Source: an optimization exercise on an open RTL-to-GDS flow (aim: a short achievable clock period and few clock cycles). Production flows keep margins and buffers that such runs may drop. The RTL was checked by simulation tests, not by an equivalence proof against the original design. Power is estimated from default activity; no workload was simulated.

== the previous run ==
==> flow/design.v (excerpt) <==
module cpu8_core (
    input  wire       clk,
    input  wire       rst,           
    input  wire       host_we,
    input  wire       host_sel,      
    input  wire [7:0] host_addr,
    input  wire [7:0] host_wdata,
    output wire [7:0] host_rdata,    
    input  wire       start,
    input  wire [5:0] prog_len,      
    output wire       in_req,
    input  wire       in_valid,
    input  wire       in_eof,
    input  wire [7:0] in_data,
    output wire [1:0] status,        
    output wire [2:0] err_kind,
    output wire [7:0] err_pc,
    output wire       err_op_valid,
    output wire [7:0] err_opcode,
    output wire [7:0] err_detail,
    output wire [7:0] pc_o,
    output wire [7:0] reg_a,
    output wire [7:0] reg_b,
    output wire [7:0] reg_c,
    output wire [7:0] reg_d,
    output wire [7:0] reg_e,
    output wire       flag_c,
    output wire       flag_z,
    output wire       flag_v,
    output wire       flag_n,
    output wire       ev_valid,
    output wire [7:0] ev_iaddr,
    output wire [7:0] ev_opcode
);
clock: 10.0 ns
lec_check: 0
cap_margin: 35
core_margin: 2
core_utilization: 40
place_density: 0.6
setup_slack_margin: 4
slew_margin: 20
synth_hierarchical: 1
tns_end_percent: 100
run.sh (not shown) runs the stock make flow with config.mk's settings and CLKGATE_MAP_FILE= SYNTH_SCRIPT=/design/flow/synth_recipe.tcl, a recipe that flattens the netlist after the stock synthesis.
Testbench counts of the previous run, summed over its fixed seeds: cycles 11,748.
Relative to the previous run, the following input files were edited for the current run:
--- a/flow/design.v
+++ b/flow/design.v
@@ -358,46 +358,47 @@
             if (adv) begin
                 evv   <= 1'b1;
                 ev_pc <= pc;
                 ev_op <= i_op;
             end
         end
     end
     wire [3:0] hp1n, hp2n;
     wire [7:0] hp3n;
     wire [99:0] hs;
-    wire [7:0] ht [0:49];
-    wire [7:0] hu [0:12];
+    wire [7:0] ht [0:47];
+    wire [7:0] hu [0:11];
     wire [7:0] hw [0:3];
     cpu8_hpre u_hpre (.a(host_addr), .p1n(hp1n), .p2n(hp2n), .p3n(hp3n));
     genvar gh;
     generate
         for (gh = 0; gh < MEM_SIZE; gh = gh + 1) begin : g_hs
             cpu8_hsel u_s (.a(hp1n[gh % 4]), .b(hp2n[(gh / 4) % 4]), .c(hp3n[gh / 16]),
                            .y(hs[gh]));
         end
-        for (gh = 0; gh < 50; gh = gh + 1) begin : g_ht
+        for (gh = 0; gh < 44; gh = gh + 1) begin : g_ht
             cpu8_hl1 u_t (.s0(hs[2*gh]), .s1(hs[2*gh+1]), .d0(mem[2*gh]), .d1(mem[2*gh+1]),
                           .y(ht[gh]));
         end
-        for (gh = 0; gh < 11; gh = gh + 1) begin : g_hu
+        for (gh = 0; gh < 4; gh = gh + 1) begin : g_ht3
+            cpu8_hl1c u_t (.s0(hs[88+3*gh]), .s1(hs[89+3*gh]), .s2(hs[90+3*gh]),
+                           .d0(mem[88+3*gh]), .d1(mem[89+3*gh]), .d2(mem[90+3*gh]),
+                           .y(ht[44+gh]));
+        end
+        for (gh = 0; gh < 12; gh = gh + 1) begin : g_hu
             cpu8_hl2 u_u (.a(ht[4*gh]), .b(ht[4*gh+1]), .c(ht[4*gh+2]), .d(ht[4*gh+3]),
                           .y(hu[gh]));
         end
-        for (gh = 0; gh < 2; gh = gh + 1) begin : g_hu3
-            cpu8_hl2c u_u (.a(ht[44+3*gh]), .b(ht[45+3*gh]), .c(ht[46+3*gh]), .y(hu[11+gh]));
-        end
-        for (gh = 0; gh < 3; gh = gh + 1) begin : g_hw
+        for (gh = 0; gh < 4; gh = gh + 1) begin : g_hw
             cpu8_hl3c u_w (.a(hu[3*gh]), .b(hu[3*gh+1]), .c(hu[3*gh+2]), .y(hw[gh]));
         end
     endgenerate
-    cpu8_hl3d u_w3 (.a(hu[9]), .b(hu[10]), .c(hu[11]), .d(hu[12]), .y(hw[3]));
     cpu8_hl2  u_out (.a(hw[0]), .b(hw[1]), .c(hw[2]), .d(hw[3]), .y(host_rdata));
     assign status       = st;
     assign err_kind     = ekind;
     assign err_pc       = epc;
     assign err_op_valid = eopv;
     assign err_opcode   = eop;
     assign err_detail   = edet;
     assign pc_o   = pc;
     assign reg_a  = x[0];
     assign reg_b  = x[1];
@@ -411,70 +412,56 @@
     assign ev_valid  = evv;
     assign ev_iaddr  = ev_pc;
     assign ev_opcode = ev_op;
 endmodule
 module cpu8_hpre (
     input  wire [7:0] a,
     output wire [3:0] p1n,
     output wire [3:0] p2n,
     output wire [7:0] p3n
 );
-    wire [7:0] an;
-    cpu8_hinv1 u_inv [7:0] (.a(a), .y(an));
     genvar i;
     generate
         for (i = 0; i < 4; i = i + 1) begin : g_p12
-            cpu8_nand3 u_p1 (.a(i[0] ? a[0] : an[0]), .b(i[1] ? a[1] : an[1]), .c(an[7]),
-                             .y(p1n[i]));
-            cpu8_nand2 u_p2 (.a(i[0] ? a[2] : an[2]), .b(i[1] ? a[3] : an[3]), .y(p2n[i]));
+            assign p1n[i] = !((a[1:0] == i) && !a[7]);
+            assign p2n[i] = !(a[3:2] == i);
         end
         for (i = 0; i < 8; i = i + 1) begin : g_p3
-            cpu8_nand3 u_p3 (.a(i[0] ? a[4] : an[4]), .b(i[1] ? a[5] : an[5]),
-                             .c(i[2] ? a[6] : an[6]), .y(p3n[i]));
+            assign p3n[i] = !(a[6:4] == i);
         end
     endgenerate
 endmodule
-module cpu8_hinv1 (input wire a, output wire y);
-    assign y = !a;
-endmodule
-module cpu8_nand2 (input wire a, input wire b, output wire y);
-    assign y = !(a && b);
-endmodule
-module cpu8_nand3 (input wire a, input wire b, input wire c, output wire y);
-    assign y = !(a && b && c);
-endmodule
 module cpu8_hsel (input wire a, input wire b, input wire c, output wire y);
     assign y = !(a || b || c);
 endmodule
 module cpu8_hl1 (
     input  wire       s0,
     input  wire       s1,
     input  wire [7:0] d0,
     input  wire [7:0] d1,
     output wire [7:0] y
 );
     assign y = ~(({8{s0}} & d0) | ({8{s1}} & d1));
 endmodule
 module cpu8_hl2 (
     input  wire [7:0] a, b, c, d,
     output wire [7:0] y
 );
     assign y = ~(a & b & c & d);
 endmodule
-module cpu8_hl3c (
-    input  wire [7:0] a, b, c,
+module cpu8_hl1c (
+    input  wire       s0,
+    input  wire       s1,
+    input  wire       s2,
+    input  wire [7:0] d0,
+    input  wire [7:0] d1,
+    input  wire [7:0] d2,
     output wire [7:0] y
 );
-    assign y = ~(a | b | c);
+    assign y = ~(({8{s0}} & d0) | ({8{s1}} & d1) | ({8{s2}} & d2));
 endmodule
-module cpu8_hl2c (
+module cpu8_hl3c (
     input  wire [7:0] a, b, c,
     output wire [7:0] y
 );
-    assign y = ~(a & b & c);
-endmodule
-module cpu8_hl3d (
-    input  wire [7:0] a, b, c, d,
-    output wire [7:0] y
-);
-    assign y = ~(a | b | c | d);
+    assign y = ~(a | b | c);
 endmodule
[summary]
Having completed the whole flow, the current run delivered a layout that passed the timing, design-rule and antenna checks.
Die area of the current run is on par with the previous run.
The remaining max-slew budget at the tightest pin number comes out higher for the previous run vs the current run.
The current run vs. the previous run: final worst-path cycle share went down by 0.59 points.
| sequential cell area | the current run vs the previous run | ≈ equal |
In the tables for the previous run and the current run, routed length on met2 reads higher with the current run.
Compared to the previous run, the current run shows a wider setup margin.
The previous run ended up with host_addr[2] as its launch point of the critical path; the current run ended up with host_addr[4].
The current run vs. the previous run: clock-buffer cell count shrank by 11; synthesized area shows no meaningful change; via count of the first global-routing pass rose 1.4%.
Testbench counts of the current run, summed over its fixed seeds: cycles 11,748.

* * *

Setup of old:
cpu8_core, a different RTL version from the one above (not shown whole).
For scale: ~90000 µm² of cells after synthesis.
clock: 10.0 ns
lec_check: 0
cap_margin: 35
core_margin: 2
core_utilization: 40
place_density: 0.6
setup_slack_margin: 4
slew_margin: 20
synth_hierarchical: 1
tns_end_percent: 100
Testbench counts of old, summed over its fixed seeds: cycles 11,748.
For new, these inputs were changed with respect to old:
-- flow/design.v --
<<< old, line 366
    wire [7:0] hp3n;
    wire [99:0] hs;
    wire [7:0] ht [0:47];
    wire [7:0] hu [0:11];
    wire [7:0] hw [0:3];
    cpu8_hpre u_hpre (.a(host_addr), .p1n(hp1n), .p2n(hp2n), .p3n(hp3n));
>>> new, line 366
    wire [7:0] hp3n;
    wire [99:0] hs;
    wire [7:0] ht [0:49];
    wire [7:0] hu [0:12];
    wire [7:0] hw [0:3];
    cpu8_hpre u_hpre (.a(host_addr), .p1n(hp1n), .p2n(hp2n), .p3n(hp3n));
<<< old, line 376
                           .y(hs[gh]));
        end
        for (gh = 0; gh < 44; gh = gh + 1) begin : g_ht
            cpu8_hl1 u_t (.s0(hs[2*gh]), .s1(hs[2*gh+1]), .d0(mem[2*gh]), .d1(mem[2*gh+1]),
                          .y(ht[gh]));
        end
        for (gh = 0; gh < 4; gh = gh + 1) begin : g_ht3
            cpu8_hl1c u_t (.s0(hs[88+3*gh]), .s1(hs[89+3*gh]), .s2(hs[90+3*gh]),
                           .d0(mem[88+3*gh]), .d1(mem[89+3*gh]), .d2(mem[90+3*gh]),
                           .y(ht[44+gh]));
        end
        for (gh = 0; gh < 12; gh = gh + 1) begin : g_hu
            cpu8_hl2 u_u (.a(ht[4*gh]), .b(ht[4*gh+1]), .c(ht[4*gh+2]), .d(ht[4*gh+3]),
                          .y(hu[gh]));
        end
        for (gh = 0; gh < 2; gh = gh + 1) begin : g_hw
            cpu8_hl3c u_w (.a(hu[3*gh]), .b(hu[3*gh+1]), .c(hu[3*gh+2]), .y(hw[gh]));
        end
    endgenerate
    cpu8_hl3d u_w2 (.a(hu[6]), .b(hu[7]), .c(hu[8]), .d(hu[9]), .y(hw[2]));
    cpu8_hl3b u_w3 (.a(hu[10]), .b(hu[11]), .y(hw[3]));
    cpu8_hl2  u_out (.a(hw[0]), .b(hw[1]), .c(hw[2]), .d(hw[3]), .y(host_rdata));
    assign status       = st;
>>> new, line 376
                           .y(hs[gh]));
        end
        for (gh = 0; gh < 50; gh = gh + 1) begin : g_ht
            cpu8_hl1 u_t (.s0(hs[2*gh]), .s1(hs[2*gh+1]), .d0(mem[2*gh]), .d1(mem[2*gh+1]),
                          .y(ht[gh]));
        end
        for (gh = 0; gh < 11; gh = gh + 1) begin : g_hu
            cpu8_hl2 u_u (.a(ht[4*gh]), .b(ht[4*gh+1]), .c(ht[4*gh+2]), .d(ht[4*gh+3]),
                          .y(hu[gh]));
        end
        for (gh = 0; gh < 2; gh = gh + 1) begin : g_hu3
            cpu8_hl2c u_u (.a(ht[44+3*gh]), .b(ht[45+3*gh]), .c(ht[46+3*gh]), .y(hu[11+gh]));
        end
        for (gh = 0; gh < 3; gh = gh + 1) begin : g_hw
            cpu8_hl3c u_w (.a(hu[3*gh]), .b(hu[3*gh+1]), .c(hu[3*gh+2]), .y(hw[gh]));
        end
    endgenerate
    cpu8_hl3d u_w3 (.a(hu[9]), .b(hu[10]), .c(hu[11]), .d(hu[12]), .y(hw[3]));
    cpu8_hl2  u_out (.a(hw[0]), .b(hw[1]), .c(hw[2]), .d(hw[3]), .y(host_rdata));
    assign status       = st;
<<< old, line 451
    assign y = ~(a & b & c & d);
endmodule
module cpu8_hl1c (
    input  wire       s0,
    input  wire       s1,
    input  wire       s2,
    input  wire [7:0] d0,
    input  wire [7:0] d1,
    input  wire [7:0] d2,
    output wire [7:0] y
);
    assign y = ~(({8{s0}} & d0) | ({8{s1}} & d1) | ({8{s2}} & d2));
endmodule
module cpu8_hl3c (
    input  wire [7:0] a, b, c,
>>> new, line 448
    assign y = ~(a & b & c & d);
endmodule
module cpu8_hl3c (
    input  wire [7:0] a, b, c,
<<< old, line 467
);
    assign y = ~(a | b | c);
endmodule
module cpu8_hl3d (
>>> new, line 453
);
    assign y = ~(a | b | c);
endmodule
module cpu8_hl2c (
    input  wire [7:0] a, b, c,
    output wire [7:0] y
);
    assign y = ~(a & b & c);
endmodule
module cpu8_hl3d (
<<< old, line 474
    assign y = ~(a | b | c | d);
endmodule
module cpu8_hl3b (
    input  wire [7:0] a, b,
    output wire [7:0] y
);
    assign y = ~(a | b);
endmodule
>>> new, line 466
    assign y = ~(a | b | c | d);
endmodule
==> comparison <==
new completed; timing, DRC and antenna clean. Going from old to new, part of the power in the clock network +0.9 points; die area +1600 µm²; final total power +about 2.3%; register share of the cell area -0.54 points. Synthesized cell count, old and new, higher one = new. Taking old as the reference, in new transition at the pin with the smallest max-transition slack moved down, final area increased by about 1.2% relative to the old numbers. met3 wire length ends up higher on old. On new: critical path depth is 2 lower than what old gave.
Testbench counts of new, summed over its fixed seeds: cycles 11,748.

==> static timing again, ports no longer ideal <==
No port has a modelled driver above. Below, the same layouts with a new extraction and two added sets of constraints. Step 1 (the two cells are an assumption about what drives the block):
set clk [get_ports {clk}]
set_driving_cell -lib_cell sky130_fd_sc_hd__clkbuf_16 $clk
set_driving_cell -lib_cell sky130_fd_sc_hd__buf_2 [delete_from_list [all_inputs] $clk]
Step 2 moves the port delays by t, midway between the first and last clock arrival at a register: inputs arrive t later, outputs are due t later. That takes back most of the time a late clock gives input paths. Three values: ideal ports, drivers, drivers and shift; two values: the first two.
| run | t (ns) | setup slack, ns | worst setup path after step 2 | pins driven straight from the clock port |
|---|---|---|---|---|
| the previous run | 0.915 | 3.652 / 3.456 / 3.456 | input to output | 1 |
| the current run | 0.952 | 3.711 / 3.453 / 3.453 | input to output | 1 |
| old | 0.926 | 3.618 / 3.541 / 3.541 | input to output | 1 |
| new | 0.929 | 3.695 / 3.515 / 3.275 | input to register | 1 |
After both steps every run listed still meets setup and hold. The setup slack of new, which loses most, moves by -0.180 ns with the drivers and by -0.420 ns with both steps.
